Background: an optimization exercise with open tools, aiming at small area, a short achievable clock period and few clock cycles per item. Do not read the settings as production practice. At most, simulation tests tie the RTL to the original design; equivalence was not proved. For runs 1, 3 and 4, only the layout was checked, not whether the RTL still works. Power is estimated from default activity; no workload was simulated.

**design/flow/config.mk**
```make
export PLATFORM = sky130hd
export DESIGN_NAME = fp_encode_1750a
export DESIGN_NICKNAME = fp_encode_1750a
export VERILOG_FILES = /design/flow/design.v
export SDC_FILE = /design/flow/constraint.sdc
export NUM_CORES = 4
export LEC_CHECK = 0
export ABC_AREA = 1
export CAP_MARGIN = 20
export CORE_MARGIN = 2
export CORE_UTILIZATION = 40
export CTS_BUF_LIST = sky130_fd_sc_hd__clkbuf_8
export SLEW_MARGIN = 20
```
**design/flow/constraint.sdc**
```tcl
create_clock -name core_clock -period 10.0 [get_ports {clk}]
set_input_delay 2.0000 -clock core_clock [delete_from_list [all_inputs] [get_ports {clk}]]
set_output_delay 2.0000 -clock core_clock [all_outputs]
set_load 0.01 [all_outputs]
```
**design/flow/design.v**
```verilog
module enc1750_fmt (
    input  wire [38:0] frac,    
    input  wire  [2:0] fsel,    
    input  wire        m39,     
    input  wire        m38,     
    input  wire  [7:0] xe0,     
    input  wire        xinc,    
    input  wire        xdec,    
    output wire [47:0] data
);
    wire c = (fsel[0] & frac[30]) | (fsel[1] & frac[16]) | (fsel[2] & frac[0]);
    wire [37:0] xs = frac[38:1];
    wire [7:0]  xa = xs[37:30];
    wire [13:0] xb = xs[29:16];
    wire [15:0] xc = xs[15:0];
    wire cc = c;
    wire cb = fsel[2] ? (c & (&xc)) : c;
    wire ca = fsel[0] ? c : cb & (&xb);
    wire [15:0] wc;
    wire [13:0] wb;
    wire [7:0]  wa;
    genvar i;
    generate
        for (i = 0; i < 16; i = i + 1) begin : g_c
            if (i == 0) assign wc[i] = xc[i] ^ cc;
            else        assign wc[i] = xc[i] ^ (cc & (&xc[i-1:0]));
        end
        for (i = 0; i < 14; i = i + 1) begin : g_b
            if (i == 0) assign wb[i] = xb[i] ^ cb;
            else        assign wb[i] = xb[i] ^ (cb & (&xb[i-1:0]));
        end
        for (i = 0; i < 8; i = i + 1) begin : g_a
            if (i == 0) assign wa[i] = xa[i] ^ ca;
            else        assign wa[i] = xa[i] ^ (ca & (&xa[i-1:0]));
        end
    endgenerate
    wire ina = fsel[0] | fsel[1] | fsel[2];
    wire inb = fsel[1] | fsel[2];
    wire inc = fsel[2];
    wire [7:0]  ma = wa & {8{ina}};
    wire [13:0] mb = wb & {14{inb}};
    wire [15:0] mc = wc & {16{inc}};
    wire [7:0] flip;
    generate
        for (i = 0; i < 8; i = i + 1) begin : g_e
            if (i == 0) assign flip[i] = xinc | xdec;
            else        assign flip[i] = (xinc & (&xe0[i-1:0])) | (xdec & ~(|xe0[i-1:0]));
        end
    endgenerate
    wire [7:0] xe = xe0 ^ flip;
    assign data = {m39, m38, ma, mb[13:8] | (xe[5:0] & {6{fsel[0]}}), mb[7:0],
                   xe & {8{~fsel[0]}}, mc};
endmodule
module enc1750_core (
    input  wire [63:0] value,
    input  wire  [7:0] width,
    output wire [52:0] sig,     
    output wire        subn,    
    output wire  [2:0] fsel,    
    output wire        m39,     
    output wire        m38,     
    output wire  [7:0] xe,      
    output wire        xinc,    
    output wire        xdec,    
    output wire        nf       
);
    wire        s  = value[63];
    wire [10:0] be = value[62:52];
    wire [51:0] fr = value[51:0];
    wire w16 = (width == 8'd16);
    wire w32 = (width == 8'd32);
    wire w48 = (width == 8'd48);
    wire wok = w16 | w32 | w48;
    wire nonfinite = &be;
    wire is_sub    = ~|be;
    wire is_zero   = is_sub & ~|fr;
    wire ok        = wok & ~nonfinite;
    assign sig    = {~is_sub, fr} ^ {53{s}};
    assign subn   = ok & is_sub & ~is_zero;
    assign fsel   = {w48, w32, w16} & {3{ok}};
    assign m39    = ok & ~is_zero & s;
    assign m38    = ok & ~is_zero & ~s;
    assign nf     = wok & nonfinite;
    wire ones16 = &fr[51:43], ones32 = &fr[42:29], ones48 = &fr[28:13];
    wire zer16  = ~|fr[51:43], zer32 = ~|fr[42:29], zer48 = ~|fr[28:13];
    wire all1 = ones16 & (w16 | (ones32 & (w32 | ones48)));
    wire all0 = zer16  & (w16 | (zer32  & (w32 | zer48)));
    wire inc  = ~s & all1;
    wire dec  = s & all0;
    wire lo8 = (be <= 11'd894),  hi8 = (be >= 11'd1149);
    wire lo6 = (be <= 11'd990),  hi6 = (be >= 11'd1053);
    wire [7:0] be2 = be[7:0] + 8'd2;
    wire [7:0] xf8 = lo8 ? 8'h80 : hi8 ? 8'h7f : be2;
    wire [5:0] xf6 = lo6 ? 6'h20 : hi6 ? 6'h1f : be2[5:0];
    wire inc_ok = w16 ? ((be >= 11'd990) & ~hi6) : ((be >= 11'd894) & ~hi8);
    wire dec_ok = w16 ? (~lo6 & (be <= 11'd1053)) : (~lo8 & (be <= 11'd1149));
    wire [7:0] xn = w16 ? {2'b00, xf6} : xf8;
    wire [7:0] xs = is_zero ? 8'h00 : is_sub ? (w16 ? 8'h20 : 8'h80) : xn;
    assign xe     = ok ? xs : 8'd0;
    assign xinc   = ok & ~is_sub & inc & inc_ok;
    assign xdec   = ok & ~is_sub & dec & dec_ok;
endmodule
module fp_encode_1750a (
    input  wire        clk,
    input  wire        rst,
    input  wire        in_valid,
    output wire        in_ready,
    input  wire [63:0] in_value,
    input  wire  [7:0] in_width,
    output wire        out_valid,
    input  wire        out_ready,
    output wire [47:0] out_data,
    output wire  [2:0] out_nbytes,
    output wire  [1:0] out_status
);
    wire [52:0] c_sig;
    wire        c_subn;
    wire  [2:0] c_fsel;
    wire        c_m39, c_m38;
    wire  [7:0] c_xe;
    wire        c_xinc, c_xdec;
    wire        c_nf;
    enc1750_core u_core (
        .value (in_value),
        .width (in_width),
        .sig   (c_sig),
        .subn  (c_subn),
        .fsel  (c_fsel),
        .m39   (c_m39),
        .m38   (c_m38),
        .xe    (c_xe),
        .xinc  (c_xinc),
        .xdec  (c_xdec),
        .nf    (c_nf)
    );
    reg        ov;       
    reg [52:0] sig_q;
    reg  [2:0] fsel_q;
    reg        m39_q, m38_q;
    reg  [7:0] xe_q;
    reg        xinc_q, xdec_q;
    reg        nf_q;
    reg        pend_q;   
    wire pend = (m39_q & sig_q[52]) | (m38_q & ~sig_q[52]);
    wire load = ~ov | (~pend & out_ready);
    assign in_ready  = ~rst & (~ov | (~pend_q & out_ready));
    assign out_valid = ~rst & ov & ~pend_q;
    wire top5z = m39_q ? &sig_q[52:48] : ~|sig_q[52:48];
    always @(posedge clk) begin
        if (rst) begin
            ov     <= 1'b0;
            pend_q <= 1'b0;
        end else if (load) begin
            ov     <= in_valid;
            pend_q <= in_valid & c_subn;
        end else if (pend) begin
            pend_q <= (top5z ? sig_q[47] : sig_q[51]) ~^ m39_q;
        end
    end
    wire sel_ld = load;
    wire sel_s5 = ~load & pend & top5z;
    wire sel_s1 = ~load & pend & ~top5z;
    wire sel_h  = ~load & ~pend;
    wire [52:0] sig_d = ({53{sel_ld}} & c_sig)
                      | ({53{sel_s5}} & {sig_q[47:0], {5{m39_q}}})
                      | ({53{sel_s1}} & {sig_q[51:0], m39_q})
                      | ({53{sel_h}}  & sig_q);
    always @(posedge clk) sig_q <= sig_d;
    always @(posedge clk) begin
        if (load) begin
            fsel_q   <= c_fsel;
            m39_q    <= c_m39;
            m38_q    <= c_m38;
            xe_q     <= c_xe;
            xinc_q   <= c_xinc;
            xdec_q   <= c_xdec;
            nf_q     <= c_nf;
        end
    end
    enc1750_fmt u_fmt (
        .frac(sig_q[51:13]),
        .fsel(fsel_q),
        .m39 (m39_q),
        .m38 (m38_q),
        .xe0 (xe_q),
        .xinc(xinc_q),
        .xdec(xdec_q),
        .data(out_data)
    );
    assign out_status = {nf_q, ~(fsel_q[0] | fsel_q[1] | fsel_q[2] | nf_q)};
    assign out_nbytes = {fsel_q[1] | fsel_q[2], fsel_q[0] | fsel_q[2], 1'b0};
endmodule
```
**design/flow/flow/run.sh**
```bash
#!/bin/bash
# The standard layout (standard.sh, the standard flow's own ORFS flow) with four changes:
# the port buffers are sky130_fd_sc_hd__buf_2 cells instead of the delay
# buffers buffer_ports picks by default (every port still gets a buffer),
# timing repair aims for a setup slack of 5.4 ns, clock tree synthesis adds
# no dummy loads, and the request data ports' buffers are made buf_1 after
# global placement (flow/ports.tcl).
set -euo pipefail
export BUFFER_PORTS_ARGS="-buffer_cell sky130_fd_sc_hd__buf_2"
export SETUP_SLACK_MARGIN=5.4
export CTS_ARGS="-sink_clustering_enable -repair_clock_nets -buf_list sky130_fd_sc_hd__clkbuf_8 -dont_use_dummy_load"
export POST_GLOBAL_PLACE_TCL="$PWD/flow/ports.tcl"
bash standard.sh > standard.log 2>&1
```
**design/flow/flow/ports.tcl**
```tcl
# After global placement: the buffers of the request data ports (in_value,
# in_width) become sky130_fd_sc_hd__buf_1. Every port keeps its buffer; the
# handshake and reset ports keep buf_2. Timing repair may resize them again.
set block [ord::get_db_block]
set n 0
foreach bterm [$block getBTerms] {
  set name [$bterm getName]
  if {[$bterm getIoType] ne "INPUT"} { continue }
  if {![string match "in_value*" $name] && ![string match "in_width*" $name]} { continue }
  set net [$bterm getNet]
  foreach iterm [$net getITerms] {
    set inst [$iterm getInst]
    if {[[$inst getMaster] getName] eq "sky130_fd_sc_hd__buf_2"} {
      replace_cell [get_cells [$inst getName]] sky130_fd_sc_hd__buf_1
      incr n
    }
  }
}
puts "ports.tcl: $n input buffers resized to buf_1"
```
**design/flow/standard.sh**
```bash
#!/bin/bash
# synth_recipe.tcl (not shown) runs the flow's synth.tcl, then flattens the netlist and writes it again
# the make line also repeats each setting of config.mk as NAME=value (left out here)
make -C /OpenROAD-flow-scripts/flow DESIGN_CONFIG=/design/flow/config.mk WORK_HOME=/design/flow/orfs CLKGATE_MAP_FILE= SYNTH_SCRIPT=/design/flow/synth_recipe.tcl "${@:-finish}"
```
==> results by group, run 1 <==
Timing
  – Fin crit share: 0.444
  – Setup clock skew after layout: 19.1 ps
  – Worst-case setup margin in the final layout: 5560 ps
  – Setup Viol. Count Final: 0
  – Setup repair after global routing missed its margin: no
  – Max Clk Rate: 225 MHz
  – Final Max Tran Viols: 0
  – Number of hold-slack violations in the final timing report: 0
  – Max-slew headroom: 0.344
  – Worst Max-Slew Pin Slew: 983 ps
  – Setup total negative slack: 0 ps
  – Final period demand of the worst path: 4440 ps

Cells and area
  – Share of post-route cells with drive strength above 1: 0.108
  – Antenna Diode Count: 0
  – Most common library cell in the layout ignoring fill and taps: nand2_1
  – Number of nets in the layout: 1057
  – Fill cell total of the finished layout: 1525
  – Leading cell types in the layout, fill and taps excluded: nand2_1 (222), nor2_1 (112), inv_1 (75)
  – Layout overhead on the synthesized area: 13.5%
  – Final cell count without fillers: 1154

Synthesis
  – Synth Instances: 870
  – Total nets after synthesis: 951
  – Number of storage elements in the synthesis netlist: 71
  – Netlist cell types: 43
  – Count of warnings emitted by yosys: 1
  – Mapped Avg Cell Area: 6.46 sq um
  – Sequential-to-total area share from yosys stat: 0.281
  – Cell area after synthesis: 0.00562 sq mm

Power
  – Sw Share: 0.374
  – IR Drop Worst-Case VDD: 68.7 uV
  – Clock Power Share: 0.212
  – Overall Power: 827 uW
  – Net switching power: 309 uW
  – Cell internal pwr: 518 uW
  – Sequential Power Share: 0.469
  – Part of the power in combinational logic: 0.319
  – Lkg Pwr: 0.00271 uW
  – P per Cell Area: 130 mW/mm^2

Run status
  – Status: complete, no violations

Routing
  – Average detailed-routed wire length per instance: 14.8 um
  – Number of search-and-repair iterations in the first detailed-routing pass: 5
  – Post-route DRC violation count: 0
  – Vias after detailed routing: 6013
  – Mean number of vias per cell: 5.21
  – Final wirelength: 17000 um
  – Initial DRC Count: 511
  – Number of nets still failing antenna checks after routing: 0

Global route
  – Largest net degree at the start of global routing: 59
  – Total track usage: 0.224
  – Vias in the first global route: 5253
  – Wire length of the first global-routing pass: 26900 um
  – Remaining Overflow, GRT: 0
  – Antenna violations before repair: 0

Setup path
  – Reg-to-reg slack, setup: 6630 ps
  – Depth of the most critical reg-to-reg path: 9
  – Cell breakdown of the critical path: buf_2 > nor3_1 > buf_2
  – Endpoint class of the critical path: primary output
  – CP peak stage delay: 160 ps
  – Worst setup path category: input port to primary output
  – Capture point of the worst reg-to-reg path: sig_q[28]
  – Reg-to-reg critical path startpoint: m39_q
  – Crit path max-delay cell type: nor3_1
  – Highest net fanout along the worst path: 4
  – Launching element type of the critical path: input port
  – Most frequent CP cell: buf_2
  – Worst Path Required: 8000 ps
  – Worst path arrival time: 2440 ps

Clocking
  – Later-pin clock latency in the skew report: 340 ps
  – Clock-pin transition on the worst setup and hold timing paths: 60 ps
  – Total clock buffers created by CTS: 9
  – Number of clock sinks seen by CTS: 71
  – Clock tree from TritonCTS: done
  – Deepest clock path buffer count: 2
  – Clock tree root driver cell: clkbuf_8
  – # H-tree levels: 3

Die
  – Die height: 123 um
  – Total core area: 0.0138 sq mm
  – Number of placement rows: 43
  – Top-level I/O count: 131
  – Horizontal die dimension: 123 um
  – Area of the die: 0.0150 sq mm
  – Starting Density: 0.406

Placement
  – Inst Count DP: 1142
  – Detailed placer's ending HPWL: 13000 um
  – Number of port buffers: 129
  – DP Worst Slack: 5440 ps

Job
  – Number of max-cap violations: 0

Min path
  – Hold-critical path endpoint: sig_q[38]
  – Min-delay worst type: flip-flop to flip-flop
  – Number of cells traversed by the worst hold path: 2
  – Min-delay src: sig_q[37]
[worst max-delay path, delay by kind of cell]
family / cells / cell delay, ps
buf+inv: 2 / 280
simple gates: 1 / 160
[flip-flops by register name (all words and copies together), names as in the netlist]
register and flops:
m38_q 1, xe_q 8, m39_q 1, pend_q 1, xinc_q 1, ov 1, nf_q 1, sig_q 53
xdec_q 1, fsel_q 3
[final cells by class]
cell class / instances / area [sq um] / share of cell area
clock buffer: 9 / 124 / 0.0194
multi-input combinational: 681 / 3530 / 0.554
timing repair buffer: 135 / 621 / 0.0973
sequential: 71 / 1580 / 0.248
inverter: 78 / 293 / 0.0459
tap: 180 / 225 / 0.0353
[per-layer routing]
metal | share of wire | global-route usage
met2 | 0.43 | 0.342
met3 | 0.053 | 0.0204
met1 | 0.50 | 0.338
met5 | 0 | 0
met4 | 0.011 | 0.0589
[power by group through the flow]
stage / registers [uW] / clock network (uW) / logic, uW
floorplan: 376 / 0 / 188
finish: 388 / 175 / 264
global placement: 395 / 0 / 262
global route: 394 / 189 / 296
detailed placement: 394 / 0 / 260
CTS: 387 / 180 / 263
[cell families (layout without fill, tap and decap cells)]
| family | count (synthesis) | after routing | share of synthesized area |
|---|---|---|---|
| other cells | 1 | 1 | 0.000667 |
| simple gates | 446 | 446 | 0.346 |
| compound gates | 170 | 170 | 0.177 |
| xor+xnor | 59 | 59 | 0.0920 |
| buf+inv | 118 | 222 | 0.0917 |
| flops | 71 | 71 | 0.281 |
| fa+ha+maj | 5 | 5 | 0.0111 |
[worst max-delay path by stage]
stage | cells past startpoint | end | slack [ps] | start
final | 3 | out_valid | 5560 | rst
after floorplan | 1 | out_valid | 5710 | rst
after global routing | 12 | out_data[39] | 5450 | sig_q[16]
after detailed placement | 9 | pend_q | 5440 | out_ready
after global placement | 9 | pend_q | 5440 | out_ready
after CTS | 12 | out_data[39] | 5400 | fsel_q[0]
[through the flow]
step	hold WS (ps)	util	instance area, sq um
3_3_place_gp	473	0.455	6290
6_report	492	0.461	6380
2_1_floorplan	445	-	5620
5_1_grt	519	0.461	6380
3_5_place_dp	477	0.450	6220
4_1_cts	497	0.460	6360
[repair_timing]
action                                  CTS  global route
gates resized for setup                   0             1
gates cloned                              0             0
buffers inserted                          2             1
hold buffers                              0             0
endpoints found under the setup margin    2             2
[synthesized netlist by cell type (all sizes together)]
library cell / instances / share of area
nand2: 231 / 0.16
a22oi: 1 / 0.0013
nor3: 20 / 0.024
a21oi: 54 / 0.049
xnor2: 54 / 0.084
nand4: 22 / 0.024
dfxtp: 55 / 0.20
a21boi: 1 / 0.0013
clkbuf: 11 / 0.0073
o21ai: 68 / 0.063
o21bai: 1 / 0.0013
nor2: 120 / 0.088
o22ai: 18 / 0.020
o211ai: 1 / 0.0013
ha: 5 / 0.011
edfxtp: 16 / 0.086
or2: 5 / 0.0056
o221ai: 1 / 0.0016
xor2: 5 / 0.0078
o21a: 2 / 0.0027
buf: 29 / 0.032
nor4: 3 / 0.0033
nand3: 43 / 0.039
inv: 78 / 0.052
o2111ai: 23 / 0.036
conb: 1 / 0.00067
and3: 1 / 0.0011
and2: 1 / 0.0011
==> run 2: changes to the inputs <==
--- a/design/flow/design.v
+++ b/design/flow/design.v
@@ -164,7 +164,7 @@
     wire [52:0] sig_d = ({53{sel_ld}} & c_sig)
                       | ({53{sel_s5}} & {sig_q[47:0], {5{m39_q}}})
                       | ({53{sel_s1}} & {sig_q[51:0], m39_q})
-                      | ({53{sel_h}}  & sig_q);
+                      | ({{40{sel_h}}, 13'd0} & sig_q);
     always @(posedge clk) sig_q <= sig_d;
     always @(posedge clk) begin
         if (load) begin
==> run 2 against run 1 <==
Against the previous run: still clean on timing, DRC and antenna; global-route usage is 0.87 points higher; setup slack better by 17 ps; via count is 1.5% lower; synthesized area is 0.56% lower; wire length is 1.3% lower; cell area is 0.27% lower; count of clock-buffer cells in the layout stayed put; flip-flop and latch count stayed put; critical path type unchanged.
==> results by group, run 2 <==
Run status
  – Status: complete, no violations

Setup path
  – Worst setup path startpoint: rst
  – Reg-to-reg slack, setup: 7090 ps
  – Depth of the most critical reg-to-reg path: 9
  – Cell breakdown of the critical path: buf_2 > nor3_1 > buf_2
  – Launching element type of the critical path: input port
  – Most frequent CP cell: buf_2
  – Reg-to-reg critical path startpoint: m39_q
  – Worst setup path category: input port to primary output
  – Capture point of the worst reg-to-reg path: sig_q[52]
  – Endpoint class of the critical path: primary output
  – Crit path max-delay cell type: nor3_1
  – Worst path arrival time: 2430 ps
  – Worst Path Required: 8000 ps
  – Critical path destination: out_valid
  – CP peak stage delay: 150 ps
  – Highest net fanout along the worst path: 4

Clocking
  – Total clock buffers created by CTS: 9
  – # H-tree levels: 3
  – Deepest clock path buffer count: 2
  – Clock-pin transition on the worst setup and hold timing paths: 80 ps
  – Later-pin clock latency in the skew report: 360 ps
  – Clock tree root driver cell: clkbuf_8
  – Number of clock sinks seen by CTS: 71
  – Clock tree from TritonCTS: done

Synthesis
  – Post-synth top area cell: dfxtp_1
  – Top post-synthesis cells by count: nand2_1 (203), nor2_1 (108), inv_1 (92), dfxtp_1 (55), a21oi_1 (54)
  – Fraction of post-synthesis cell area in the top cell type by area: 0.197
  – Number of synthesized flops with an enable pin: 16
  – Async SR Flop Fraction: 0
  – Total nets after synthesis: 948
  – Most instantiated flip-flop cell in the synthesis netlist: dfxtp_1
  – Synth Instances: 867
  – Number of storage elements in the synthesis netlist: 71
  – Largest cells by area after synthesis: dfxtp_1 (20%), nand2_1 (14%), edfxtp_1 (8.6%)
  – Netlist cell types: 45
  – Mapped Avg Cell Area: 6.45 sq um
  – Cell area after synthesis: 0.00559 sq mm
  – Most frequent cell after synthesis: nand2_1
  – Sequential-to-total area share from yosys stat: 0.283
  – Count of warnings emitted by yosys: 1

Timing
  – Setup Viol. Count Final: 0
  – Final period demand of the worst path: 4430 ps
  – Worst-case setup margin in the final layout: 5570 ps
  – Final Max Tran Viols: 0
  – Number of hold-slack violations in the final timing report: 0
  – Setup total negative slack: 0 ps
  – Fin crit share: 0.443
  – Max Clk Rate: 226 MHz
  – Min Hold Slack: 468 ps
  – Max-slew headroom: 0.437
  – Setup repair after global routing missed its margin: no
  – Setup clock skew after layout: 21.7 ps
  – Worst Max-Slew Pin Slew: 845 ps

Routing
  – Initial DRC Count: 455
  – Number of nets still failing antenna checks after routing: 0
  – Mean number of vias per cell: 5.13
  – Vias after detailed routing: 5925
  – Met1 layer wirelength in the final routing: 8120 um
  – Post-route DRC violation count: 0
  – Final wirelength: 16800 um
  – Average detailed-routed wire length per instance: 14.5 um
  – Number of search-and-repair iterations in the first detailed-routing pass: 5
  – Met2 routed WL: 7600 um
  – Top sig layer: met4
  – Routed met3 length: 862 um

Global route
  – Vias in the first global route: 5293
  – Antenna violations before repair: 0
  – Largest net degree at the start of global routing: 59
  – Remaining Overflow, GRT: 0
  – Wire length of the first global-routing pass: 27100 um
  – Total track usage: 0.233

Placement
  – Inst Count DP: 1144
  – Number of port buffers: 129
  – Detailed placer's ending HPWL: 13000 um
  – DP Worst Slack: 5580 ps

Cells and area
  – Number of nets in the layout: 1059
  – Most common library cell in the layout ignoring fill and taps: nand2_1
  – Layout overhead on the synthesized area: 13.8%
  – Core occupancy in the finished layout: 0.462
  – Share of post-route cells with drive strength above 1: 0.117
  – Largest registers: sig_q: 53 flops, xe_q: 8 flops, fsel_q: 3 flops
  – Number of flip-flops in the largest register: 53
  – Leading cell types in the layout, fill and taps excluded: nand2_1 (203), nor2_1 (108), inv_1 (92)
  – Fill cell total of the finished layout: 1545
  – Biggest register: sig_q
  – Final cell count without fillers: 1156
  – Antenna Diode Count: 0

Power
  – P per Cell Area: 129 mW/mm^2
  – Clock Power Share: 0.220
  – IR Drop Worst-Case VDD: 44.9 uV
  – Lkg Pwr: 0.00278 uW
  – Sequential Power Share: 0.460
  – Cell internal pwr: 513 uW
  – Part of the power in combinational logic: 0.319
  – Net switching power: 309 uW
  – Sw Share: 0.376

Job
  – Number of max-cap violations: 0

Die
  – Top-level I/O count: 131
  – Total core area: 0.0138 sq mm
  – Horizontal die dimension: 122 um
  – Starting Density: 0.406
  – Number of placement rows: 43
  – Die height: 122 um
  – Area of the die: 0.0149 sq mm

Min path
  – Number of cells traversed by the worst hold path: 2
  – Min-delay worst type: flip-flop to flip-flop
## run 2: routing by layer
| metal | global-route usage | up-vias |
|---|---|---|
| li1 | - | 3076 |
| met1 | 0.331 | 2671 |
| met2 | 0.367 | 163 |
| met3 | 0.0463 | 15 |
| met4 | 0.0496 | 0 |
| met5 | 0 | - |
## run 2: metrics by stage
step                      area (sq um)  power, uW
after floorplan                   5590        554
after global placement            6290        647
after detailed placement          6200        643
after CTS                         6340        823
after global routing              6360        881
final                             6360        821
## run 2: cell families after synthesis
kind of cell	after synthesis	share of synthesized area
AOI/OAI and AO/OA	164	0.167
DFF	71	0.283
and+or+nand+nor	436	0.348
xor gates and xnor gates	57	0.0893
other	1	0.000671
buffers and inverters	133	0.100
adders and majority gates	5	0.0112
## run 2: worst min-delay path by stage
stage,from,end,slack [ps]
floorplan,sig_q[6],sig_q[7],430
finish,sig_q[6],sig_q[7],470
detailed placement,sig_q[6],sig_q[7],450
CTS,sig_q[41],sig_q[42],470
global route,sig_q[41],sig_q[42],490
global placement,sig_q[6],sig_q[7],450
## run 2: final cells by class
cell class | count | area (sq um) | share of cell area
Sequential cell | 71 | 1580 | 0.249
Clock buffer | 9 | 124 | 0.0195
Tap cell | 180 | 225 | 0.0354
Inverter | 98 | 373 | 0.0586
Timing Repair Buffer | 135 | 601 | 0.0945
Multi-Input combinational cell | 663 | 3450 | 0.543
## run 2: repair_timing
action / in CTS / in global routing
endpoints found under the hold margin: 0 / 0
hold buffers: 0 / 0
resized for setup: 0 / 3
endpoints found under the setup margin: 2 / 6
buffers inserted: 2 / 1
## run 2: critical path, delay by kind of cell
kind	cells	cell delay (ps)
buffers and inverters	2	270
AND/OR/NAND/NOR	1	150
## run 2: power by group through the flow
stage | sequential [uW] | combinational [uW] | clock (uW)
global placement | 385 | 262 | 0
CTS | 378 | 261 | 184
global route | 385 | 298 | 198
finish | 378 | 262 | 181
detailed placement | 385 | 259 | 0
floorplan | 369 | 185 | 0
Testbench counts of run 2, summed over its fixed seeds: cycles 24,809, items 24,000.
==> run 3: changes to the inputs <==
--- a/design/flow/design.v
+++ b/design/flow/design.v
@@ -34,10 +34,9 @@
             else        assign wa[i] = xa[i] ^ (ca & (&xa[i-1:0]));
         end
     endgenerate
-    wire ina = fsel[0] | fsel[1] | fsel[2];
     wire inb = fsel[1] | fsel[2];
     wire inc = fsel[2];
-    wire [7:0]  ma = wa & {8{ina}};
+    wire [7:0]  ma = wa;
     wire [13:0] mb = wb & {14{inb}};
     wire [15:0] mc = wc & {16{inc}};
     wire [7:0] flip;
@@ -157,7 +156,7 @@
             pend_q <= (top5z ? sig_q[47] : sig_q[51]) ~^ m39_q;
         end
     end
-    wire sel_ld = load;
+    wire sel_ld = load & (c_fsel[0] | c_fsel[1] | c_fsel[2]);
     wire sel_s5 = ~load & pend & top5z;
     wire sel_s1 = ~load & pend & ~top5z;
     wire sel_h  = ~load & ~pend;
==> run 3 against run 2 <==
Against the previous run: first-iteration DRC count up 3.5%; power fell by 27%; sequential share of layout area is 0.52 points lower; core utilization up 0.37 points; flip-flop and latch count stayed put; cell count increased by 5.2%; critical endpoint is now out_data[39]; largest cell class unchanged.
==> results by group, run 3 <==
Setup path
  – Worst setup path category: flip-flop to primary output
  – CP peak stage delay: 520 ps
  – Launching element type of the critical path: flip-flop
  – Highest net fanout along the worst path: 18
  – Crit path max-delay cell type: edfxtp_1
  – Worst path arrival time: 2430 ps
  – Endpoint class of the critical path: primary output
  – Cell breakdown of the critical path: nand2_1 > nand2_1 > nor2_4 > nor2_4 > nand2_2 > nand2_4 > nand3_2 > nand2_4 > ha_1 > xor2_1 > buf_2
  – Worst Path Required: 8000 ps

Routing
  – Initial DRC Count: 471
  – Average detailed-routed wire length per instance: 15.1 um
  – Mean number of vias per cell: 5.20
  – Post-route DRC violation count: 0
  – Final wirelength: 18300 um
  – Number of search-and-repair iterations in the first detailed-routing pass: 5
  – Vias after detailed routing: 6327
  – Number of nets still failing antenna checks after routing: 0

Synthesis
  – Sequential-to-total area share from yosys stat: 0.276
  – Number of synthesized flops with an enable pin: 16
  – Cell area after synthesis: 0.00574 sq mm
  – Post-synth top area cell: dfxtp_1
  – Number of storage elements in the synthesis netlist: 71
  – Total nets after synthesis: 1009
  – Synth Instances: 928
  – Count of warnings emitted by yosys: 1
  – Fraction of post-synthesis cell area in the top cell type by area: 0.192
  – Async SR Flop Fraction: 0
  – Mapped Avg Cell Area: 6.18 sq um
  – Largest cells by area after synthesis: dfxtp_1 (19%), nand2_1 (19%), nor2_1 (9.5%)
  – Netlist cell types: 41
  – Top post-synthesis cells by count: nand2_1 (287), nor2_1 (145), inv_1 (91), dfxtp_1 (55), nand3_1 (55)
  – Most frequent cell after synthesis: nand2_1
  – Most instantiated flip-flop cell in the synthesis netlist: dfxtp_1

Cells and area
  – Share of post-route cells with drive strength above 1: 0.100
  – Most common library cell in the layout ignoring fill and taps: nand2_1
  – Largest registers: sig_q: 53 flops, xe_q: 8 flops, fsel_q: 3 flops
  – Leading cell types in the layout, fill and taps excluded: nand2_1 (287), nor2_1 (145), inv_1 (91)
  – Antenna Diode Count: 0
  – Layout overhead on the synthesized area: 13.0%
  – Number of nets in the layout: 1119
  – Area occupied by multi-input gates: 0.00358 sq mm
  – Area occupied by registers: 0.00158 sq mm
  – Fill cell total of the finished layout: 1536
  – Number of flip-flops in the largest register: 53
  – Finished Cell Area: 0.00648 sq mm
  – Biggest register: sig_q

Clocking
  – Hold-fix buffers at CTS: 0
  – Clock tree from TritonCTS: done
  – Total clock buffers created by CTS: 9
  – Clock tree root driver cell: clkbuf_8
  – Deepest clock path buffer count: 2
  – Later-pin clock latency in the skew report: 360 ps
  – # H-tree levels: 3
  – Clock-pin transition on the worst setup and hold timing paths: 90 ps
  – Number of clock sinks seen by CTS: 71

Global route
  – Vias in the first global route: 5670
  – GRT Max-Usage Layer: met2
  – Remaining Overflow, GRT: 0
  – Antenna violations before repair: 0
  – Total track usage: 0.246
  – Global routing usage on met3: 0.0270
  – Wire length of the first global-routing pass: 29300 um
  – Met2 Use GR: 0.393
  – Met1 track utilization from global routing: 0.355
  – Largest net degree at the start of global routing: 58

Die
  – Total core area: 0.0139 sq mm
  – Number of placement rows: 43
  – Area of the die: 0.0153 sq mm
  – Die height: 124 um
  – Starting Density: 0.412
  – Horizontal die dimension: 124 um
  – Top-level I/O count: 131

Timing
  – Fin crit share: 0.443
  – Setup total negative slack: 0 ps
  – Worst Max-Slew Pin Slew: 822 ps
  – Final period demand of the worst path: 4430 ps
  – Setup Viol. Count Final: 0
  – Max-slew headroom: 0.452
  – Setup clock skew after layout: 29.5 ps
  – Worst-case setup margin in the final layout: 5570 ps
  – Max Clk Rate: 226 MHz
  – Setup repair after global routing missed its margin: no
  – Final Max Tran Viols: 0
  – Number of hold-slack violations in the final timing report: 0

Power
  – Sequential Power Share: 0.510
  – Lkg Pwr: 0.00276 uW
  – Clock Power Share: 0.310
  – IR Drop Worst-Case VDD: 51.5 uV
  – Overall Power: 597 uW
  – Cell internal pwr: 417 uW
  – Part of the power in combinational logic: 0.180
  – Sw Share: 0.302
  – Net switching power: 180 uW
  – P per Cell Area: 92.1 mW/mm^2

Job
  – Number of max-cap violations: 0

Placement
  – Number of port buffers: 129
  – Cell area after placement: 0.00633 sq mm
  – DP Worst Slack: 5570 ps
  – Detailed placer's ending HPWL: 13600 um

Min path
  – Min-delay worst type: flip-flop to flip-flop

Run status
  – Status: complete, no violations
==> run 3: cell count changes after synthesis, sizes merged, moves of 4 or more <==
| cell | delta |
|---|---|
| a21oi | -35 |
| nand4 | -4 |
| o2111ai | +28 |
| nor2 | +33 |
| nor3 | -14 |
| xnor2 | -16 |
| o22ai | -21 |
| nand3 | +14 |
| nand2 | +79 |
| xor2 | +7 |
| o21ai | -13 |
==> run 3: logic make-up (layout without fill, tap and decap cells) <==
group / Yosys count / after routing / synth area share
xor+xnor: 48 / 48 / 0.0733
buf+inv: 136 / 244 / 0.101
simple gates: 549 / 549 / 0.404
fa+ha+maj: 5 / 5 / 0.0109
other cells: 1 / 1 / 0.000654
flops: 71 / 71 / 0.276
compound gates: 118 / 118 / 0.134
==> run 3: cell type report <==
cell class	count	share of cell area
Clock buffer	9	0.0191
Inverter	101	0.0585
Multi-Input combinational cell	721	0.552
Sequential cell	71	0.244
Tap cell	180	0.0347
Timing Repair Buffer	134	0.0915
==> run 3: stage by stage <==
| step | instances | utilization | hold WS, ps |
|---|---|---|---|
| after CTS | 1215 | 0.464 | 471 |
| final | 1216 | 0.465 | 470 |
| after global placement | 1204 | 0.461 | 446 |
| after global routing | 1216 | 0.465 | 500 |
| after floorplan | 928 | - | 436 |
| after detailed placement | 1204 | 0.455 | 449 |
==> run 3: power groups by stage <==
stage,Sequential (uW),Clock (uW),Combinational (uW)
6_report,305,185,107
5_1_grt,305,196,121
4_1_cts,305,185,107
3_5_place_dp,312,0,105
3_3_place_gp,312,0,109
2_1_floorplan,309,0,67.5
==> run 3: path summary, 6_finish.rpt <==
path | startpoint | endpoint | slack (ps) | cells after the start
worst max-delay path | fsel_q[1] | out_data[39] | 5570 | 11
worst min-delay path | sig_q[2] | sig_q[7] | 470 | 2
worst max register to register | m39_q | sig_q[23] | 7380 | 7
worst min register to register | sig_q[2] | sig_q[7] | 470 | 2
==> run 3: worst max-delay path: cells and delay by family, from the launching register on <==
kind          cells  cell delay [ps]
simple gates      8             1010
flops             1              520
fa+ha+maj         1              190
xor+xnor          1              180
buf+inv           1              160
==> run 3: metal layers <==
layer  wire length [um]  vias up
li1                   -     3232
met1               8730     2887
met2               8390      191
met3               1000       17
met4                184        0
met5                  0        -
==> run 3: repair_timing <==
action,in CTS,in global routing
hold endpoints to repair,0,0
resized for setup,0,1
setup buffers,2,1
setup endpoints to repair,1,1
==> run 4: changes to the inputs <==
--- a/design/flow/config.mk
+++ b/design/flow/config.mk
@@ -5,7 +5,7 @@
 export SDC_FILE = /design/flow/constraint.sdc
 export NUM_CORES = 4
 export LEC_CHECK = 0
-export ABC_AREA = 1
+export ABC_AREA = 0
 export CAP_MARGIN = 20
 export CORE_MARGIN = 2
 export CORE_UTILIZATION = 40
==> run 4 against run 3 <==
Against the previous run: non-clock buffer count increased by 13; maximum frequency decreased by 0.17%; still clean; synthesized area decreased by 5.1%; critical path type is now input port to primary output; power decreased by 0.70%; count of clock-buffer cells in the layout unchanged; synthesized cell count decreased by 29%; core utilization increased by 1.1 points; global-route usage decreased by 3.3 points; highest routed layer unchanged.
==> results by group, run 4 <==
Die
  – Number of placement rows: 42
  – Total core area: 0.0132 sq mm
  – Starting Density: 0.411
  – Die height: 121 um
  – Top-level I/O count: 131
  – Area of the die: 0.0146 sq mm
  – Horizontal die dimension: 121 um

Cells and area
  – Layout overhead on the synthesized area: 15.8%
  – Share of post-route cells with drive strength above 1: 0.147
  – Number of nets in the layout: 847
  – Antenna Diode Count: 0
  – Number of flip-flops in the largest register: 53
  – Final cell count without fillers: 940
  – Largest registers: sig_q: 53 flops, xe_q: 8 flops, fsel_q: 3 flops
  – Most common library cell in the layout ignoring fill and taps: buf_1
  – Biggest register: sig_q
  – Leading cell types in the layout, fill and taps excluded: buf_1 (72), buf_2 (57), xor2_1 (56)

Synthesis
  – Most frequent cell after synthesis: xor2_1
  – Async SR Flop Fraction: 0
  – Fraction of post-synthesis cell area in the top cell type by area: 0.202
  – Cell area after synthesis: 0.00545 sq mm
  – Largest cells by area after synthesis: dfxtp_1 (20%), mux2i_1 (9.0%), xor2_1 (9.0%)
  – Total nets after synthesis: 738
  – Number of synthesized flops with an enable pin: 16
  – Mapped Avg Cell Area: 8.29 sq um
  – Count of warnings emitted by yosys: 1
  – Post-synth top area cell: dfxtp_1
  – Synth Instances: 657
  – Number of storage elements in the synthesis netlist: 71
  – Sequential-to-total area share from yosys stat: 0.290
  – Netlist cell types: 56
  – Most instantiated flip-flop cell in the synthesis netlist: dfxtp_1
  – Top post-synthesis cells by count: xor2_1 (56), dfxtp_1 (55), o21ai_0 (52), mux2i_1 (49), nor2_1 (48)

Clocking
  – Deepest clock path buffer count: 2
  – Clock tree root driver cell: clkbuf_8
  – Number of clock sinks seen by CTS: 71
  – Clock tree from TritonCTS: done
  – # H-tree levels: 3
  – Total clock buffers created by CTS: 9
  – Clock-pin transition on the worst setup and hold timing paths: 80 ps
  – Later-pin clock latency in the skew report: 360 ps
  – Hold-fix buffers at CTS: 0

Setup path
  – Most frequent CP cell: buf_2
  – CP peak stage delay: 160 ps
  – Launching element type of the critical path: input port
  – Crit path max-delay cell type: nor3b_1
  – Cell breakdown of the critical path: buf_2 > nor3b_1 > buf_2
  – Worst path arrival time: 2440 ps
  – Highest net fanout along the worst path: 4
  – Worst setup path category: input port to primary output
  – Worst Path Required: 8000 ps
  – Endpoint class of the critical path: primary output

Timing
  – Setup total negative slack: 0 ps
  – Setup Viol. Count Final: 0
  – Fin crit share: 0.444
  – Worst-case setup margin in the final layout: 5560 ps
  – Setup repair after global routing missed its margin: no
  – Min Hold Slack: 486 ps
  – Worst Max-Slew Pin Slew: 941 ps
  – Final period demand of the worst path: 4440 ps
  – Number of hold-slack violations in the final timing report: 0
  – Max-slew headroom: 0.371
  – Max Clk Rate: 225 MHz
  – Final Max Tran Viols: 0
  – Setup clock skew after layout: 26.8 ps

Global route
  – Antenna violations before repair: 0
  – Total track usage: 0.213
  – Vias in the first global route: 5003
  – Remaining Overflow, GRT: 0
  – Wire length of the first global-routing pass: 25000 um
  – Largest net degree at the start of global routing: 56

Routing
  – Number of nets still failing antenna checks after routing: 0
  – Number of search-and-repair iterations in the first detailed-routing pass: 5
  – Vias after detailed routing: 5240
  – Mean number of vias per cell: 5.57
  – Post-route DRC violation count: 0
  – Final wirelength: 15500 um
  – Average detailed-routed wire length per instance: 16.5 um
  – Initial DRC Count: 292

Placement
  – Detailed placer's ending HPWL: 11500 um
  – DP Worst Slack: 5030 ps
  – Inst Count DP: 918
  – Number of port buffers: 129

Power
  – Lkg Pwr: 0.00256 uW
  – P per Cell Area: 94.0 mW/mm^2
  – Overall Power: 593 uW
  – IR Drop Worst-Case VDD: 52.3 uV

Min path
  – Min-delay worst type: flip-flop to flip-flop

Job
  – Number of max-cap violations: 0

Run status
  – Status: complete, no violations
-- run 4: changes by cell type after synthesis, moves of 21 or more --
cell	before	now
nor2_1	145	48
inv_1	91	13
a22oi_1	0	41
o2111ai_1	36	0
xor2_1	14	56
nand3_1	55	18
mux2i_1	0	49
clkbuf_1	10	35
nand2_1	287	36
o21ai_0	31	52
-- run 4: repair_timing --
item,4_1_cts,5_1_grt
setup endpoints to repair,31,25
pin swaps,2,1
gates resized for setup,2,13
buffers inserted,5,8
gates cloned,0,0
-- run 4: cell families after synthesis --
logic type / synth area share
other: 0.000689
and+or+nand+nor: 0.227
muxes: 0.0921
xor gates and xnor gates: 0.159
AOI/OAI and AO/OA: 0.170
buffers and inverters: 0.0489
DFF: 0.290
adders and majority gates: 0.0115
-- run 4: cell type report --
class | count | area, sq um
fill | 1389 | 6940
multi-input combinational | 524 | 3630
sequential | 71 | 1590
timing repair buffer | 147 | 691
tap | 176 | 220
clock buffer | 9 | 124
inverter | 13 | 48.8
-- run 4: power breakdown --
group / switching [uW] / leakage [uW] / total (uW) / internal [uW]
Combinational: 68.2 / 0.00186 / 112 / 43.7
Sequential: 6.18 / 0.000632 / 305 / 298
Clock: 96.1 / 0.0000647 / 176 / 80.2
Total: 170 / 0.00256 / 593 / 422
-- run 4: worst max-delay path, delay by kind of cell --
kind	cells	cell delay, ps
AND/OR/NAND/NOR	1	160
buffers and inverters	2	280
-- run 4: final timing paths --
path | from | endpoint | slack [ps] | depth (start not counted)
setup / recovery | rst | out_valid | 5560 | 3
hold / removal | sig_q[1] | sig_q[2] | 490 | 2
hold reg to reg | sig_q[1] | sig_q[2] | 490 | 2
setup reg to reg | m39_q | sig_q[4] | 7400 | 6
-- run 4: per-layer routing --
metal,vias to the layer above,track usage,part of all wire
li1,2604,-,-
met3,11,0.0354,0.054
met1,2461,0.287,0.47
met4,0,0.0501,0.0077
met5,-,0,0
met2,164,0.356,0.47
-- run 4: per-stage QoR --
stage | area, sq um | utilization
floorplan | 5450 | -
global placement | 6140 | 0.464
detailed placement | 6050 | 0.457
CTS | 6220 | 0.470
global route | 6300 | 0.476
finish | 6300 | 0.476
==> run 5: changes to the inputs <==
--- a/design/flow/design.v
+++ b/design/flow/design.v
@@ -34,9 +34,10 @@
             else        assign wa[i] = xa[i] ^ (ca & (&xa[i-1:0]));
         end
     endgenerate
+    wire ina = fsel[0] | fsel[1] | fsel[2];
     wire inb = fsel[1] | fsel[2];
     wire inc = fsel[2];
-    wire [7:0]  ma = wa;
+    wire [7:0]  ma = wa & {8{ina}};
     wire [13:0] mb = wb & {14{inb}};
     wire [15:0] mc = wc & {16{inc}};
     wire [7:0] flip;
@@ -156,7 +157,7 @@
             pend_q <= (top5z ? sig_q[47] : sig_q[51]) ~^ m39_q;
         end
     end
-    wire sel_ld = load & (c_fsel[0] | c_fsel[1] | c_fsel[2]);
+    wire sel_ld = load;
     wire sel_s5 = ~load & pend & top5z;
     wire sel_s1 = ~load & pend & ~top5z;
     wire sel_h  = ~load & ~pend;
==> run 5 against run 4 <==
Against the previous run: wire length grew 4.7%; clock power is essentially flat; non-clock buffer count shrank 1; sequential share of layout area is 0.62 points higher; core utilization fell by 0.85 points; synthesized area decreased by 2.0%; critical path type is now flip-flop to primary output; largest power group unchanged.
==> results by group, run 5 <==
Setup path
  – Worst path arrival time: 2460 ps
  – Worst setup path startpoint: sig_q[22]
  – Reg-to-reg slack, setup: 7450 ps
  – Worst Path Required: 8000 ps
  – Worst setup path category: flip-flop to primary output
  – Endpoint class of the critical path: primary output
  – Highest net fanout along the worst path: 7
  – Reg-to-reg critical path startpoint: sig_q[48]
  – Launching element type of the critical path: flip-flop

Synthesis
  – Number of synthesized flops with an enable pin: 16
  – Most instantiated flip-flop cell in the synthesis netlist: dfxtp_1
  – Sequential-to-total area share from yosys stat: 0.297
  – Async SR Flop Fraction: 0
  – Number of storage elements in the synthesis netlist: 71
  – Mapped Avg Cell Area: 7.95 sq um
  – Most frequent cell after synthesis: nand2_1
  – Netlist cell types: 62
  – Synth Instances: 671
  – Post-synth top area cell: dfxtp_1
  – Total nets after synthesis: 752
  – Largest cells by area after synthesis: dfxtp_1 (21%), xor2_1 (9.9%), edfxtp_1 (9.0%)
  – Top post-synthesis cells by count: nand2_1 (114), xor2_1 (60), dfxtp_1 (55), nor2_1 (52), a222oi_1 (40)
  – Cell area after synthesis: 0.00533 sq mm
  – Fraction of post-synthesis cell area in the top cell type by area: 0.206
  – Count of warnings emitted by yosys: 1

Cells and area
  – Number of flip-flops in the largest register: 53
  – Area occupied by multi-input gates: 0.00347 sq mm
  – Leading cell types in the layout, fill and taps excluded: nand2_1 (114), buf_1 (71), xor2_1 (60)
  – Layout overhead on the synthesized area: 15.2%
  – Fill cell total of the finished layout: 1364
  – Biggest register: sig_q
  – Area occupied by registers: 0.00159 sq mm
  – Most common library cell in the layout ignoring fill and taps: nand2_1
  – Largest registers: sig_q: 53 flops, xe_q: 8 flops, fsel_q: 3 flops
  – Antenna Diode Count: 0
  – Share of post-route cells with drive strength above 1: 0.142
  – Number of nets in the layout: 853

Clocking
  – Clock tree from TritonCTS: done
  – Clock-pin transition on the worst setup and hold timing paths: 60 ps
  – Hold-fix buffers at CTS: 0
  – # H-tree levels: 3
  – Total clock buffers created by CTS: 9
  – Number of clock sinks seen by CTS: 71
  – Deepest clock path buffer count: 2
  – Clock tree root driver cell: clkbuf_8
  – Later-pin clock latency in the skew report: 350 ps

Timing
  – Setup total negative slack: 0 ps
  – Setup Viol. Count Final: 0
  – Max-slew headroom: 0.413
  – Number of hold-slack violations in the final timing report: 0
  – Final period demand of the worst path: 4460 ps
  – Setup clock skew after layout: 26.3 ps
  – Fin crit share: 0.446
  – Final Max Tran Viols: 0
  – Worst Max-Slew Pin Slew: 881 ps
  – Setup repair after global routing missed its margin: no
  – Min Hold Slack: 469 ps
  – Max Clk Rate: 224 MHz

Routing
  – Initial DRC Count: 581
  – Number of search-and-repair iterations in the first detailed-routing pass: 8
  – Average detailed-routed wire length per instance: 17.2 um
  – Post-route DRC violation count: 0
  – Mean number of vias per cell: 5.78
  – Vias after detailed routing: 5466
  – Number of nets still failing antenna checks after routing: 0
  – Final wirelength: 16300 um

Global route
  – Vias in the first global route: 5035
  – Wire length of the first global-routing pass: 25700 um
  – Largest net degree at the start of global routing: 55
  – Remaining Overflow, GRT: 0
  – Antenna violations before repair: 0
  – Total track usage: 0.225

Power
  – Lkg Pwr: 0.00244 uW
  – P per Cell Area: 126 mW/mm^2
  – IR Drop Worst-Case VDD: 51.4 uV

Die
  – Area of the die: 0.0143 sq mm
  – Horizontal die dimension: 119 um
  – Total core area: 0.0131 sq mm
  – Starting Density: 0.406
  – Top-level I/O count: 131
  – Number of placement rows: 42
  – Die height: 119 um

Min path
  – Min-delay worst type: flip-flop to flip-flop
  – Min-delay src: sig_q[28]

Run status
  – Status: complete, no violations

Job
  – Number of max-cap violations: 0

Placement
  – Number of port buffers: 129
  – Detailed placer's ending HPWL: 12000 um
-- run 5: cells by family (layout without fill, tap and decap cells) --
| kind of cell | count (synthesis) | in the layout | share of synthesized area |
|---|---|---|---|
| multiplexers | 11 | 11 | 0.0209 |
| XOR/XNOR | 97 | 97 | 0.159 |
| AO/OA/AOI/OAI | 117 | 117 | 0.173 |
| other | 1 | 1 | 0.000703 |
| buffers and inverters | 67 | 166 | 0.0558 |
| adder cells (fa/ha/maj) | 5 | 5 | 0.0117 |
| AND/OR/NAND/NOR | 302 | 302 | 0.282 |
| flip-flops | 71 | 71 | 0.297 |
-- run 5: final cells by class --
class,instances,area share
clock buffer,9,0.0202
inverter,11,0.00672
multi-input combinational,533,0.565
sequential,71,0.259
tap,176,0.0358
timing repair buffer,146,0.113
-- run 5: final timing paths --
path	end	cells after the start
worst max-delay path	out_data[34]	8
worst min-delay path	sig_q[29]	2
worst max register to register	sig_q[15]	7
worst min register to register	sig_q[29]	2
-- run 5: stage by stage --
step	cell area (sq um)	worst slack, ps	power [uW]	cells	utilization
finish	6140	5540	772	946	0.468
CTS	6100	5390	770	942	0.465
floorplan	5330	5690	513	671	-
global placement	5990	5450	589	925	0.456
global route	6140	5430	817	946	0.468
detailed placement	5920	5370	592	926	0.450
-- run 5: worst max-delay path, cell delays in order, from the launching register on --
cell and delay [ps]:
dfxtp_1 480, nand4_1 220, o41ai_4 340, buf_4 190
and3_1 260, nand3_1 120, xor2_1 170, o21ai_1 180
buf_2 170
-- run 5: report_power, final --
group          switching (uW)  leakage [uW]  total [uW]  internal, uW
clock                    96.3     0.0000647         177          80.2
sequential               56.9      0.000647         387           330
combinational             116       0.00172         209          92.3
total                     270       0.00244         772           503
-- run 5: repair_timing --
action / CTS / global route
endpoints found under the setup margin: 30 / 27
setup buffers: 7 / 4
resized for setup: 2 / 8
pin swaps: 3 / 4
-- run 5: metal layers --
| layer | global-route usage | vias up | routed length (um) |
|---|---|---|---|
| li1 | - | 2625 | - |
| met3 | 0.0469 | 23 | 1310 |
| met5 | 0 | - | 0 |
| met1 | 0.304 | 2543 | 7020 |
| met2 | 0.360 | 275 | 7640 |
| met4 | 0.0713 | 0 | 298 |
Testbench counts of run 5, summed over its fixed seeds: cycles 24,809, items 24,000.
==> run 6: changes to the inputs <==
--- a/design/flow/design.v
+++ b/design/flow/design.v
@@ -1,5 +1,6 @@
 module enc1750_fmt (
     input  wire [38:0] frac,    
+    input  wire        c,       
     input  wire  [2:0] fsel,    
     input  wire        m39,     
     input  wire        m38,     
@@ -8,7 +9,6 @@
     input  wire        xdec,    
     output wire [47:0] data
 );
-    wire c = (fsel[0] & frac[30]) | (fsel[1] & frac[16]) | (fsel[2] & frac[0]);
     wire [37:0] xs = frac[38:1];
     wire [7:0]  xa = xs[37:30];
     wire [13:0] xb = xs[29:16];
@@ -166,6 +166,10 @@
                       | ({53{sel_s1}} & {sig_q[51:0], m39_q})
                       | ({{40{sel_h}}, 13'd0} & sig_q);
     always @(posedge clk) sig_q <= sig_d;
+    wire [2:0] fsel_d = load ? c_fsel : fsel_q;
+    reg        c_q;
+    always @(posedge clk)
+        c_q <= (fsel_d[0] & sig_d[43]) | (fsel_d[1] & sig_d[29]) | (fsel_d[2] & sig_d[13]);
     always @(posedge clk) begin
         if (load) begin
             fsel_q   <= c_fsel;
@@ -179,6 +183,7 @@
     end
     enc1750_fmt u_fmt (
         .frac(sig_q[51:13]),
+        .c   (c_q),
         .fsel(fsel_q),
         .m39 (m39_q),
         .m38 (m38_q),
==> run 6 against run 5 <==
Against the previous run: first-iteration DRC count rose by 18%; synthesized cell count fell by 1.2%; die area is 0.52% lower; count of clock-buffer cells in the layout stayed put; power fell by 6.3%; largest power group unchanged; synthesized area decreased by 0.54%; combinational power fell by 23%.
==> results by group, run 6 <==
Setup path
  – CP peak stage delay: 150 ps
  – Worst setup path category: input port to primary output
  – Family with the most delay on the worst path: buffers and inverters
  – Worst path arrival time: 2420 ps
  – Reg-to-reg slack, setup: 7190 ps
  – Launching element type of the critical path: input port
  – Highest net fanout along the worst path: 4
  – Worst Path Required: 8000 ps
  – Crit path max-delay cell type: nor3b_1
  – Most frequent CP cell: buf_2
  – Endpoint class of the critical path: primary output
  – Cell breakdown of the critical path: buf_2 > nor3b_1 > buf_2
  – Buffers plus inverters on the worst setup path: 2

Routing
  – Number of nets still failing antenna checks after routing: 0
  – Number of search-and-repair iterations in the first detailed-routing pass: 10
  – Initial DRC Count: 684
  – Final wirelength: 16100 um
  – Average detailed-routed wire length per instance: 17.2 um
  – Post-route DRC violation count: 0
  – Mean number of vias per cell: 5.72
  – Vias after detailed routing: 5351

Timing
  – Setup Viol. Count Final: 0
  – Max Clk Rate: 226 MHz
  – Max-slew headroom: 0.343
  – Min Hold Slack: 487 ps
  – Final Max Tran Viols: 0
  – Worst-case setup margin in the final layout: 5580 ps
  – Setup clock skew after layout: 21.9 ps
  – Fin crit share: 0.442
  – Setup repair after global routing missed its margin: no
  – Number of hold-slack violations in the final timing report: 0
  – Setup total negative slack: 0 ps
  – Worst Max-Slew Pin Slew: 983 ps
  – Final period demand of the worst path: 4420 ps

Global route
  – Antenna violations before repair: 1
  – Largest net degree at the start of global routing: 60
  – Vias in the first global route: 4975
  – Remaining Overflow, GRT: 0
  – Total track usage: 0.224
  – Wire length of the first global-routing pass: 25500 um

Cells and area
  – Leading cell types in the layout, fill and taps excluded: nand2_1 (119), buf_1 (72), xor2_1 (58), dfxtp_1 (58), buf_2 (57)
  – Number of nets in the layout: 843
  – Biggest register: sig_q
  – Final cell count without fillers: 936
  – Share of post-route cells with drive strength above 1: 0.128
  – Number of flip-flops in the largest register: 53
  – Most common library cell in the layout ignoring fill and taps: nand2_1
  – Layout overhead on the synthesized area: 14.1%
  – Largest registers: sig_q: 53 flops, xe_q: 8 flops, fsel_q: 3 flops
  – Antenna Diode Count: 0

Synthesis
  – Number of synthesized flops with an enable pin: 13
  – Post-synth top area cell: dfxtp_1
  – Fraction of post-synthesis cell area in the top cell type by area: 0.223
  – Total nets after synthesis: 744
  – Cell area after synthesis: 0.00531 sq mm
  – Sequential-to-total area share from yosys stat: 0.296
  – Async SR Flop Fraction: 0
  – Most instantiated flip-flop cell in the synthesis netlist: dfxtp_1
  – Top post-synthesis cells by count: nand2_1 (119), dfxtp_1 (59), xor2_1 (58), nor2_1 (40)
  – Most frequent cell after synthesis: nand2_1
  – Number of storage elements in the synthesis netlist: 72
  – Synth Instances: 663
  – Netlist cell types: 67
  – Mapped Avg Cell Area: 8.00 sq um
  – Count of warnings emitted by yosys: 1
  – Largest cells by area after synthesis: dfxtp_1 (22%), xor2_1 (9.6%), nand2_1 (8.4%)

Clocking
  – Number of clock sinks seen by CTS: 72
  – Deepest clock path buffer count: 2
  – Clock-pin transition on the worst setup and hold timing paths: 80 ps
  – Total clock buffers created by CTS: 9
  – Later-pin clock latency in the skew report: 350 ps
  – # H-tree levels: 3
  – Hold-fix buffers at CTS: 0
  – Clock tree from TritonCTS: done
  – Clock tree root driver cell: clkbuf_8

Power
  – P per Cell Area: 120 mW/mm^2
  – Overall Power: 724 uW
  – Lkg Pwr: 0.00249 uW
  – IR Drop Worst-Case VDD: 58.1 uV

Die
  – Horizontal die dimension: 119 um
  – Number of placement rows: 42
  – Top-level I/O count: 131
  – Area of the die: 0.0142 sq mm
  – Total core area: 0.0131 sq mm
  – Starting Density: 0.405
  – Die height: 119 um

Placement
  – Inst Count DP: 927
  – Number of port buffers: 129
  – Detailed placer's ending HPWL: 11900 um
  – DP Worst Slack: 5580 ps

Job
  – Number of max-cap violations: 0

Min path
  – Min-delay worst type: flip-flop to flip-flop

Run status
  – Status: complete, no violations
-- run 6: kinds of logic (layout without fill, tap and decap cells) --
family,count (synthesis),in the layout,share of synthesized area
other,1,1,0.000707
AO/OA/AOI/OAI,127,127,0.187
buffers and inverters,63,160,0.0528
multiplexers,9,9,0.0172
AND/OR/NAND/NOR,291,291,0.277
flip-flops,72,72,0.296
adder cells (fa/ha/maj),5,5,0.0118
XOR/XNOR,95,95,0.157
-- run 6: metrics by stage --
| step | instance area, sq um | utilization |
|---|---|---|
| 2_1_floorplan | 5310 | - |
| 6_report | 6050 | 0.463 |
| 3_5_place_dp | 5910 | 0.451 |
| 4_1_cts | 6030 | 0.461 |
| 3_3_place_gp | 6000 | 0.458 |
| 5_1_grt | 6050 | 0.463 |
-- run 6: report_power, final --
group	switching [uW]	total, uW	internal (uW)
logic	88.7	161	71.9
registers	54.8	385	331
clock network	97.6	178	80.3
total	241	724	483
-- run 6: repair_timing --
| action | 4_1_cts | 5_1_grt |
|---|---|---|
| gates resized for setup | 1 | 5 |
| setup buffers | 0 | 0 |
| endpoints found under the setup margin | 2 | 5 |
| endpoints found under the hold margin | 0 | 0 |
-- run 6: path summary, 6_finish.rpt --
path / end / depth (start not counted) / start
worst max-delay path: out_valid / 3 / rst
worst min-delay path: sig_q[4] / 2 / sig_q[3]
worst min register to register: sig_q[4] / 2 / sig_q[3]
worst max register to register: c_q / 6 / sig_q[49]
-- run 6: layout make-up --
type | count | area (sq um)
clock buffers | 9 | 124
fillers | 1329 | 7030
inverters | 17 | 63.8
multi-input cells | 528 | 3480
flip-flops and latches | 72 | 1570
well taps | 176 | 220
repair buffers | 134 | 593
-- run 6: worst register-to-register path: stages (launching register included) --
cell and delay [ps]:
dfxtp_1 390, nor4_1 390, a32o_1 560, nor2b_4 920, a221o_1 340, a222oi_1 110
inv_1 70
-- run 6: layer usage --
metal	part of all wire	track usage	vias to the layer above	wire (um)
met5	0.00081	0	-	13
met3	0.073	0.0503	24	1180
li1	-	-	2609	-
met4	0.019	0.0685	2	302
met2	0.47	0.358	221	7640
met1	0.43	0.302	2495	6970
Testbench counts of run 6, summed over its fixed seeds: cycles 24,809, items 24,000.
==> run 7: changes to the inputs <==
==> design/flow/flow/run.sh (replaced) <==
#!/bin/bash
# The standard layout (standard.sh, the standard flow's own ORFS flow) with four changes:
# the port buffers are sky130_fd_sc_hd__buf_2 cells instead of the delay
# buffers buffer_ports picks by default (every port still gets a buffer),
# timing repair aims for a setup slack of 5.0 ns, clock tree synthesis adds
# no dummy loads, and the request data ports' buffers are made buf_1 after
# global placement (flow/ports.tcl).
set -euo pipefail
export BUFFER_PORTS_ARGS="-buffer_cell sky130_fd_sc_hd__buf_2"
export SETUP_SLACK_MARGIN=5.0
export CTS_ARGS="-sink_clustering_enable -repair_clock_nets -buf_list sky130_fd_sc_hd__clkbuf_8 -dont_use_dummy_load"
export POST_GLOBAL_PLACE_TCL="$PWD/flow/ports.tcl"
bash standard.sh > standard.log 2>&1
==> run 7 against run 6 <==
Against the previous run: sequential power about the same; power is 0.38% lower; critical path depth grew 5; die area unchanged; critical path type is now flip-flop to primary output; largest cell class unchanged; clock power is essentially flat; highest routed layer unchanged; sequential share of layout area rose by 0.076 points; count of clock-buffer cells in the layout unchanged; first-iteration DRC count decreased by 4.4%; worst hold slack got worse by 6.0 ps; synthesized area stayed put.
==> results by group, run 7 <==
Synthesis
  – Sequential-to-total area share from yosys stat: 0.296
  – Number of synthesized flops with an enable pin: 13
  – Fraction of post-synthesis cell area in the top cell type by area: 0.223
  – Synth Instances: 663
  – Count of warnings emitted by yosys: 1
  – Netlist cell types: 67
  – Most instantiated flip-flop cell in the synthesis netlist: dfxtp_1
  – Most frequent cell after synthesis: nand2_1
  – Mapped Avg Cell Area: 8.00 sq um
  – Async SR Flop Fraction: 0
  – Number of storage elements in the synthesis netlist: 72
  – Largest cells by area after synthesis: dfxtp_1 (22%), xor2_1 (9.6%), nand2_1 (8.4%)
  – Total nets after synthesis: 744
  – Cell area after synthesis: 0.00531 sq mm
  – Post-synth top area cell: dfxtp_1
  – Top post-synthesis cells by count: nand2_1 (119), dfxtp_1 (59), xor2_1 (58), nor2_1 (40)

Global route
  – Total track usage: 0.224
  – Vias in the first global route: 4975
  – Remaining Overflow, GRT: 0
  – Largest net degree at the start of global routing: 60
  – Antenna violations before repair: 1
  – Wire length of the first global-routing pass: 25500 um

Routing
  – Mean number of vias per cell: 5.74
  – Average detailed-routed wire length per instance: 17.1 um
  – Final wirelength: 16000 um
  – Initial DRC Count: 654
  – Post-route DRC violation count: 0
  – Vias after detailed routing: 5372
  – Number of search-and-repair iterations in the first detailed-routing pass: 8
  – Number of nets still failing antenna checks after routing: 0

Cells and area
  – Biggest register: sig_q
  – Most common library cell in the layout ignoring fill and taps: nand2_1
  – Leading cell types in the layout, fill and taps excluded: nand2_1 (119), buf_1 (72), dfxtp_1 (59)
  – Fill cell total of the finished layout: 1332
  – Antenna Diode Count: 0
  – Largest registers: sig_q: 53 flops, xe_q: 8 flops, fsel_q: 3 flops
  – Number of nets in the layout: 843
  – Share of post-route cells with drive strength above 1: 0.122
  – Layout overhead on the synthesized area: 13.7%
  – Number of flip-flops in the largest register: 53

Placement
  – Number of port buffers: 129
  – Detailed placer's ending HPWL: 11900 um

Timing
  – Min Hold Slack: 481 ps
  – Setup clock skew after layout: 21.6 ps
  – Max Clk Rate: 215 MHz
  – Setup repair after global routing missed its margin: no
  – Fin crit share: 0.466
  – Worst Max-Slew Pin Slew: 1000 ps
  – Max-slew headroom: 0.332
  – Number of hold-slack violations in the final timing report: 0
  – Setup total negative slack: 0 ps
  – Setup Viol. Count Final: 0
  – Final period demand of the worst path: 4660 ps
  – Final Max Tran Viols: 0

Setup path
  – Capture point of the worst reg-to-reg path: c_q
  – Cell breakdown of the critical path: and4_1 > and4_1 > a21oi_2 > o41ai_2 > ha_1 > xnor2_1 > nor2_1 > buf_2
  – Reg-to-reg slack, setup: 7190 ps
  – Crit path max-delay cell type: and4_1
  – Highest net fanout along the worst path: 7
  – Most frequent CP cell: and4_1
  – Endpoint class of the critical path: primary output
  – Launching element type of the critical path: flip-flop
  – CP peak stage delay: 450 ps
  – Worst setup path category: flip-flop to primary output
  – Worst path arrival time: 2660 ps
  – Depth of the most critical reg-to-reg path: 6
  – Worst Path Required: 8000 ps
  – Reg-to-reg critical path startpoint: sig_q[49]

Clocking
  – Hold-fix buffers at CTS: 0
  – # H-tree levels: 3
  – Clock-pin transition on the worst setup and hold timing paths: 80 ps
  – Number of setup buffers added after CTS: 0
  – Number of clock sinks seen by CTS: 72
  – Later-pin clock latency in the skew report: 350 ps
  – Total clock buffers created by CTS: 9
  – Clock tree root driver cell: clkbuf_8
  – Deepest clock path buffer count: 2
  – Clock tree from TritonCTS: done
  – Count of instances resized after the clock tree is built: 0

Power
  – Cell internal pwr: 483 uW
  – Net switching power: 238 uW
  – Sw Share: 0.331
  – Part of the power in combinational logic: 0.222
  – IR Drop Worst-Case VDD: 58.2 uV
  – Sequential Power Share: 0.534
  – P per Cell Area: 120 mW/mm^2
  – Clock Power Share: 0.245
  – Lkg Pwr: 0.00246 uW

Die
  – Starting Density: 0.405
  – Horizontal die dimension: 119 um
  – Top-level I/O count: 131
  – Number of placement rows: 42
  – Die height: 119 um
  – Total core area: 0.0131 sq mm
  – Area of the die: 0.0142 sq mm

Min path
  – Hold-critical path endpoint: sig_q[4]
  – Min-delay worst type: flip-flop to flip-flop
  – Number of cells traversed by the worst hold path: 2
  – Min-delay src: sig_q[3]

Run status
  – Status: complete, no violations

Job
  – Number of max-cap violations: 0
## run 7: cell counts after synthesis
Identical to the previous run, type by type.
## run 7: how the worst max path moves through the flow
stage                     slack [ps]       from  depth (start not counted)      endpoint
after CTS                       5350        c_q                          8  out_data[39]
after detailed placement        5580        rst                          3     out_valid
after floorplan                 5690        rst                          1     out_valid
final                           5340  sig_q[15]                          8  out_data[39]
after global routing            5110  sig_q[16]                          8  out_data[39]
after global placement          5570        rst                          3     out_valid
## run 7: power groups by stage
stage / registers, uW / clock network (uW) / logic [uW]
final: 385 / 176 / 160
after global routing: 390 / 196 / 178
after CTS: 384 / 183 / 160
after detailed placement: 390 / 0 / 159
after global placement: 389 / 0 / 161
after floorplan: 366 / 0 / 121
## run 7: cell families (layout without fill, tap and decap cells)
family / count (synthesis) / count (layout) / synth area share
simple gates: 291 / 291 / 0.277
compound gates: 127 / 127 / 0.187
xor+xnor: 95 / 95 / 0.157
flops: 72 / 72 / 0.296
buf+inv: 63 / 160 / 0.0528
mux: 9 / 9 / 0.0172
fa+ha+maj: 5 / 5 / 0.0118
other cells: 1 / 1 / 0.000707
## run 7: cell type report
cell class,instances,area [sq um],area share
timing repair buffer,134,593,0.0983
multi-input combinational,528,3460,0.573
sequential,72,1570,0.261
tap,176,220,0.0365
inverter,17,63.8,0.0106
clock buffer,9,124,0.0205
## run 7: layer usage
metal	global-route usage	routed length, um	up-vias
met3	0.0503	1190	27
met5	0	13	-
met4	0.0685	311	2
met1	0.302	6920	2494
met2	0.358	7600	240
li1	-	-	2609
## run 7: critical path: cells and delay by family, from the launching register on
family | cells | cell delay, ps
compound gates | 2 | 520
xor+xnor | 1 | 120
fa+ha+maj | 1 | 240
buf+inv | 1 | 150
flops | 1 | 440
simple gates | 3 | 850
## run 7: metrics by stage
| stage | setup slack, ps | power [uW] | utilization | std cells | cell area [sq um] |
|---|---|---|---|---|---|
| 4_1_cts | 5350 | 726 | 0.461 | 936 | 6030 |
| 3_3_place_gp | 5570 | 550 | 0.458 | 927 | 6000 |
| 5_1_grt | 5110 | 764 | 0.461 | 936 | 6030 |
| 2_1_floorplan | 5690 | 487 | - | 663 | 5310 |
| 3_5_place_dp | 5580 | 549 | 0.451 | 927 | 5910 |
| 6_report | 5340 | 721 | 0.461 | 936 | 6030 |

## what the ideal ports hide
Ports are ideal in the flow. The routed layouts listed here were re-timed in OpenROAD.
Step 1: set_driving_cell puts a clkbuf_16 on clk and a buf_2 on each other input, an assumption about the parent block.
Step 2 adds t to the input delays and takes it off the output delays; t is the mean of the earliest and latest rising clock arrival at the registers after step 1. Input paths then give back, and output paths get back, about the clock's delay inside the block.
Three values: ideal, step 1, step 2; two values: the first two.
| run | t (ns) | setup slack, ns | worst setup path at the end | worst data-port slew with drivers (ns) |
|---|---|---|---|---|
| run 1 | 0.367 | 5.555 / 5.535 / 5.389 | input to register | 0.06 |
| run 2 | 0.387 | 5.573 / 5.555 / 5.555 | input to output | 0.06 |
| run 3 | 0.385 | 5.570 / 5.533 / 5.549 | input to output | 0.06 |
| run 4 | 0.379 | 5.562 / 5.543 / 5.543 | input to output | 0.04 |
| run 5 | 0.376 | 5.536 / 5.502 / 5.521 | input to output | 0.04 |
| run 6 | 0.376 | 5.575 / 5.552 / 5.557 | input to output | 0.07 |
| run 7 | 0.372 | 5.341 / 5.307 / 5.557 | input to output | 0.07 |
After both steps every run listed still meets setup and hold. For run 1, which loses most, drivers alone change the setup slack by -0.020 ns; drivers and shift together by -0.166 ns.
